This design comes from an exercise in tuning for small area on the open sky130 flow, not from production work. Function was checked by simulation only, so behaviour that the tests miss may differ from the original. The flow treats the clock pin as an ideal source, which a real chip does not have. Power is estimated from default activity; no workload was simulated.

== job 4468 ==
Design k7ce, start of the top module:
module k7ce (
    input  wire        clk,
    input  wire        rst,         
    input  wire        cmd_valid,
    output wire        cmd_ready,
    input  wire [15:0] cmd_word,
    output reg         out_valid,
    input  wire        out_ready,
    output reg  [7:0]  out_byte,
    output wire [1:0]  st,
    output wire [7:0]  err,
    output wire        fault
);
==> module k7ce, before the edit <==
module k7ce (
    input  wire        clk,
    input  wire        rst,         
    input  wire        cmd_valid,
    output wire        cmd_ready,
    input  wire [15:0] cmd_word,
    output reg         out_valid,
    input  wire        out_ready,
    output reg  [7:0]  out_byte,
    output wire [1:0]  st,
    output wire [7:0]  err,
    output wire        fault
);
    localparam [1:0] S_IDLE  = 2'd0,
                     S_RUN   = 2'd1,
                     S_FAULT = 2'd2;
    reg [1:0] state;
    reg       e_ill;        
    reg       e_proto;      
    reg [4:0] sh;           
    reg       shbad;        
    reg [7:0] lfsr;         
    reg [7:0] taps;
    reg       tapbad;       
    reg       full;         
    reg       keyovf;       
    reg       keybad;       
    reg [7:0] r;            
    reg [7:0] d;            
    reg [1279:0] ring;      
    wire       is_fault = (state == S_FAULT);
    wire       is_idle  = (state == S_IDLE);
    wire       is_run   = (state == S_RUN);
    wire       mode     = shbad;
    wire       pend     = is_run & keybad;   
    wire [1:0] cy       = {tapbad, keyovf};
    wire [5:0] vflags = {tapbad, (lfsr == 8'd0), shbad, keyovf, keybad,
                         (r == 8'd1) & ~full};
    assign st    = state;
    assign fault = state[1];    
    assign err   = {e_ill, e_proto, (is_fault & ~e_ill & ~e_proto) ? vflags : 6'd0};
    wire [7:0] op  = cmd_word[15:8];
    wire [7:0] arg = cmd_word[7:0];
    wire is_keypush  = (op == 8'h01);
    wire is_setshift = (op == 8'h02);
    wire is_setseed  = (op == 8'h03);
    wire is_tapadd   = (op == 8'h04);
    wire is_start    = (cmd_word[15:9] == 7'b0000100) & (arg == 8'h00);
    wire is_data     = (op == 8'h0A);
    wire is_end      = (cmd_word == 16'h0B00);
    wire is_rst      = (cmd_word == 16'h0F00);
    wire is_param = is_keypush | is_setshift | is_setseed | is_tapadd;
    wire legal    = is_param | is_start | is_data | is_end | is_rst;
    wire [4:0] kc      = ring[1279:1275];    
    wire       at_slot = (d == 8'd0);
    wire       at_mark = at_slot & (kc == 5'd0);
    wire idle_wait = is_idle & (is_keypush | is_start) & ~full & ~at_slot;
    wire data_wait = is_run & is_data & (~at_slot | at_mark);
    assign cmd_ready = ~out_valid & ~pend & ~idle_wait & ~data_wait;
    wire take = cmd_valid & cmd_ready;
    wire alpha = (arg[7:6] == 2'b01) & (arg[4:0] != 5'd0) & (arg[4:0] <= 5'd26);
    wire [7:0] ks = {lfsr[0], lfsr[1], lfsr[2], lfsr[3],
                     lfsr[4], lfsr[5], lfsr[6], lfsr[7]};
    wire       fb = ^(taps & ks);       
    wire [7:0] lfsr_step = {fb, lfsr[7:1]};
    wire [2:0] j    = d[2:0];
    wire       arith = pend & ~d[3];
    wire       ksj  = ks[j];
    wire       kcj  = (j == 3'd0) ? ring[0]  :
                      (j == 3'd1) ? ring[6]  :
                      (j == 3'd2) ? ring[12] :
                      (j == 3'd3) ? ring[18] :
                      (j == 3'd4) ? ring[24] : 1'b0;
    wire       shj  = (j[2] & (j[1] | j[0])) ? 1'b0 : sh[j];
    wire       pj   = out_byte[0] ^ (mode & ~ksj);
    wire [1:0] s1   = {1'b0, kcj} + {1'b0, shj} + {1'b0, cy[0]};
    wire [1:0] s2   = {1'b0, pj | s1[0]} + {1'b0, s1[1]} + {1'b0, cy[1]};
    wire       yj   = ~(pj ^ s1[0]) ^ (mode | ksj);
    task clear_regs;
        begin
            state   <= S_IDLE;
            e_ill   <= 1'b0;
            e_proto <= 1'b0;
            shbad   <= 1'b1;
            lfsr    <= 8'h00;
            taps    <= 8'h00;
            tapbad  <= 1'b0;
            full    <= 1'b0;
            keyovf  <= 1'b0;
            keybad  <= 1'b0;
            r       <= 8'd1;
            d       <= 8'd0;
        end
    endtask
    always @(posedge clk) begin
        if (rst) begin
            clear_regs;
            out_valid <= 1'b0;
        end else begin
            d <= d + 8'd1;
            if (out_valid && out_ready)
                out_valid <= 1'b0;
            if (arith) begin
                out_byte <= {yj, out_byte[7:1]};
                tapbad   <= s2[1];
                keyovf   <= s2[0];
                if (j == 3'd7)
                    out_valid <= 1'b1;
            end
            if (pend & d[3]) begin
                lfsr <= lfsr_step;
                if (j == 3'd7)
                    keybad <= 1'b0;
            end
            if (is_run && at_mark)
                d <= r;
            if (take) begin
                if (is_rst) begin
                    clear_regs;
                end else if (is_fault) begin
                end else if (!legal) begin
                    state <= S_FAULT;
                    e_ill <= 1'b1;
                end else if (is_idle) begin
                    if (is_keypush) begin
                        if (!full) begin
                            r <= r + 8'd17;
                            d <= 8'd240;
                            if (r == 8'd240)
                                full <= 1'b1;
                            if (!alpha)
                                keybad <= 1'b1;
                        end else begin
                            keyovf <= 1'b1;
                        end
                    end else if (is_setshift) begin
                        sh    <= arg[4:0];
                        shbad <= (arg[7:5] != 3'd0) | (arg[4:0] == 5'd0) | (arg[4:0] > 5'd25);
                    end else if (is_setseed) begin
                        lfsr <= arg;
                    end else if (is_tapadd) begin
                        if (arg[7:3] == 5'd0)
                            taps[arg[2:0]] <= 1'b1;
                        else
                            tapbad <= 1'b1;
                    end else if (is_start) begin
                        if (vflags != 6'd0) begin
                            state <= S_FAULT;
                        end else begin
                            state <= S_RUN;
                            shbad <= cmd_word[8];
                            if (!full)
                                d <= r;
                        end
                    end else begin
                        state   <= S_FAULT;
                        e_proto <= 1'b1;
                    end
                end else begin
                    if (is_data) begin
                        out_byte  <= arg;
                        tapbad    <= 1'b0;
                        keyovf    <= 1'b0;
                        d         <= 8'd240;
                        keybad    <= 1'b1;
                    end else if (is_end) begin
                        clear_regs;
                    end else begin
                        state   <= S_FAULT;
                        e_proto <= 1'b1;
                    end
                end
            end
        end
    end
    wire wr_key  = take & is_idle & is_keypush & ~full;
    wire wr_mark = take & is_idle & is_start & ~full;
    always @(posedge clk)
        ring <= {ring[1274:0], wr_key ? arg[4:0] : (kc & {5{~wr_mark}})};
endmodule
==> flow/config.mk <==
export PLATFORM = sky130hd
export DESIGN_NAME = k7ce
export DESIGN_NICKNAME = k7ce
export VERILOG_FILES = /design/flow/design.v
export SDC_FILE = /design/flow/constraint.sdc
export NUM_CORES = 4
export LEC_CHECK = 0
export CAP_MARGIN = 20
export CORE_MARGIN = 2
export CORE_UTILIZATION = 70
export PLACE_DENSITY = 0.8
export SLEW_MARGIN = 20
==> flow/constraint.sdc <==
create_clock -name core_clock -period 8.0 [get_ports {clk}]
set_input_delay 1.6000 -clock core_clock [delete_from_list [all_inputs] [get_ports {clk}]]
set_output_delay 1.6000 -clock core_clock [all_outputs]
set_load 0.01 [all_outputs]
standard.sh (not shown) runs the stock make flow with config.mk's settings and CLKGATE_MAP_FILE= SYNTH_SCRIPT=/design/flow/synth_recipe.tcl, a recipe that flattens the netlist after the stock synthesis.
==> flow/flow/run.sh <==
#!/bin/bash
# The standard layout (standard.sh: unchanged synthesis and steps) with
# settings passed to ORFS through its own variables:
#  * ports are buffered with buf_1 instead of the default port buffer;
set -uo pipefail
W=$(pwd)
export BUFFER_PORTS_ARGS="-buffer_cell sky130_fd_sc_hd__buf_1"
export POST_CTS_TCL="$W/flow/post_cts.tcl"
BASE="-sink_clustering_enable -repair_clock_nets -dont_use_dummy_load"
RES="$W/orfs/results/${FLOW_PLATFORM}/k7ce/base"
LIB="$FLOW_HOME/platforms/${FLOW_PLATFORM}/lib/sky130_fd_sc_hd__tt_025C_1v80.lib"
LIMIT=0.121
CONFIGS=(
  "0.112|-buf_list sky130_fd_sc_hd__clkbuf_8 -sink_clustering_size 20 -sink_clustering_max_diameter 60"
  "0.100|-buf_list sky130_fd_sc_hd__clkbuf_8 -sink_clustering_size 20 -sink_clustering_max_diameter 60"
  "0.100|-buf_list sky130_fd_sc_hd__clkbuf_16 -sink_clustering_size 36 -sink_clustering_max_diameter 40"
)
n=0
for cfg in "${CONFIGS[@]}"; do
  n=$((n + 1))
  export CLK_SLEW_TARGET="${cfg%%|*}"
  export CTS_ARGS="$BASE ${cfg#*|}"
  rm -rf "$W/orfs" "$W/out/final.def"
  echo "attempt $n: CLK_SLEW_TARGET=$CLK_SLEW_TARGET CTS_ARGS=$CTS_ARGS"
  if ! bash standard.sh > "attempt_$n.log" 2>&1; then
    echo "attempt $n: flow failed"
    continue
  fi
  RES="$RES" LIB="$LIB" openroad -no_init -exit flow/slew.tcl > "slew_$n.log" 2>&1
  s=$(awk '/^CLKSLEW/ {print $2}' "slew_$n.log")
  echo "attempt $n: clock-pin slew $s"
  if [[ -n "$s" ]] && awk -v s="$s" -v l="$LIMIT" 'BEGIN {exit !(s <= l)}'; then
    exit 0
  fi
done
echo "no attempt met the clock-pin slew target; keeping the last"
[[ -f "$W/out/final.def" ]]
Other scripts of this flow, unchanged in this note and not shown: flow/flow/post_cts.tcl, flow/flow/slew.tcl
Job 4468 finished all stages; the layout is clean.
diff inputs: job 4468 => job 9952
diff --git a/flow/design.v b/flow/design.v
--- a/flow/design.v
+++ b/flow/design.v
@@ -17,7 +17,7 @@
     reg [1:0] state;
     reg       e_ill;        
     reg       e_proto;      
-    reg [4:0] sh;           
+    reg [4:0] sm1;          
     reg       shbad;        
     reg [7:0] lfsr;         
     reg [7:0] taps;
@@ -37,7 +37,7 @@
     wire [5:0] vflags = {tapbad, (lfsr == 8'd0), shbad, keyovf, keybad,
                          (r == 8'd1) & ~full};
     assign st    = state;
-    assign fault = state[1];    
+    assign fault = is_fault;
     assign err   = {e_ill, e_proto, (is_fault & ~e_ill & ~e_proto) ? vflags : 6'd0};
     wire [7:0] op  = cmd_word[15:8];
     wire [7:0] arg = cmd_word[7:0];
@@ -71,11 +71,11 @@
                       (j == 3'd2) ? ring[12] :
                       (j == 3'd3) ? ring[18] :
                       (j == 3'd4) ? ring[24] : 1'b0;
-    wire       shj  = (j[2] & (j[1] | j[0])) ? 1'b0 : sh[j];
+    wire       smj  = (j[2] & (j[1] | j[0])) ? 1'b0 : sm1[j];
     wire       pj   = out_byte[0] ^ (mode & ~ksj);
-    wire [1:0] s1   = {1'b0, kcj} + {1'b0, shj} + {1'b0, cy[0]};
-    wire [1:0] s2   = {1'b0, pj | s1[0]} + {1'b0, s1[1]} + {1'b0, cy[1]};
-    wire       yj   = ~(pj ^ s1[0]) ^ (mode | ksj);
+    wire [1:0] s1   = {1'b0, kcj} + {1'b0, smj} + {1'b0, cy[0]};
+    wire [1:0] s2   = {1'b0, pj} + {1'b0, s1[0]} + {1'b0, cy[1]};
+    wire       yj   = s2[0] ^ (mode | ksj);
     task clear_regs;
         begin
             state   <= S_IDLE;
@@ -103,7 +103,7 @@
             if (arith) begin
                 out_byte <= {yj, out_byte[7:1]};
                 tapbad   <= s2[1];
-                keyovf   <= s2[0];
+                keyovf   <= s1[1];
                 if (j == 3'd7)
                     out_valid <= 1'b1;
             end
@@ -134,7 +134,7 @@
                             keyovf <= 1'b1;
                         end
                     end else if (is_setshift) begin
-                        sh    <= arg[4:0];
+                        sm1   <= arg[4:0] - 5'd1;
                         shbad <= (arg[7:5] != 3'd0) | (arg[4:0] == 5'd0) | (arg[4:0] > 5'd25);
                     end else if (is_setseed) begin
                         lfsr <= arg;
Results
In the flow results for job 9952 and job 4468, the sequential share of layout area is larger on job 9952. The peak supply drop of job 9952 is lower than that of job 4468. As far as instance area after placement is concerned, job 4468 and job 9952 perform about the same. A cell with the biggest individual delay on the critical path of sky130_fd_sc_hd__a32oi_1 is what job 4468 shows, while sky130_fd_sc_hd__or4b_1 belongs to job 9952. On worst setup slack after layout, job 9952 does better than job 4468. From job 9952 to job 4468, summed negative setup slack over all endpoints did not move at all. Job 9952 vs job 4468: routed via count down in job 9952. Compared with job 4468, in job 9952 wire length of the first global-routing pass now sits lower; total power went down; portion of total power attributed to the clock network fell by 6.4 points. Layout overhead on the synthesized area was higher in the run labelled job 4468. Synthesized cell count in job 9952 is 0.40% above job 4468. Going from job 4468 to job 9952, tightest slew margin relative to the limit shrank by 4.1 points, global-route total usage across every layer shrank by 5.7 points. Relative to job 4468, job 9952 improves time the worst path needs with I/O delays and setup.

[static timing again, ports no longer ideal]
The flow's constraints put no driver on any port. The routed layouts listed below were extracted and timed again, unchanged, in two steps.
Step 1 assumes that a clkbuf_16 drives the clock port and a buf_2 every other input.
Step 2 moves the port delays by t, midway between the first and last clock arrival at a register: inputs arrive t later, outputs are due t later. That takes back most of the time a late clock gives input paths.
Three values: ideal ports, drivers, drivers and shift; two values: the first two.
run	t (ns)	slack for setup (ns)	worst hold slack (ns)	worst setup path at the end
job 4468	0.729	2.432 / 2.409 / 2.409	0.279 / 0.279 / 0.279	input to output
job 9952	0.674	2.692 / 2.672 / 2.495	0.302 / 0.302 / 0.302	input to register
After both steps every run listed still meets setup and hold. The setup slack of job 9952, which loses most, moves by -0.020 ns with the drivers and by -0.197 ns with both steps.
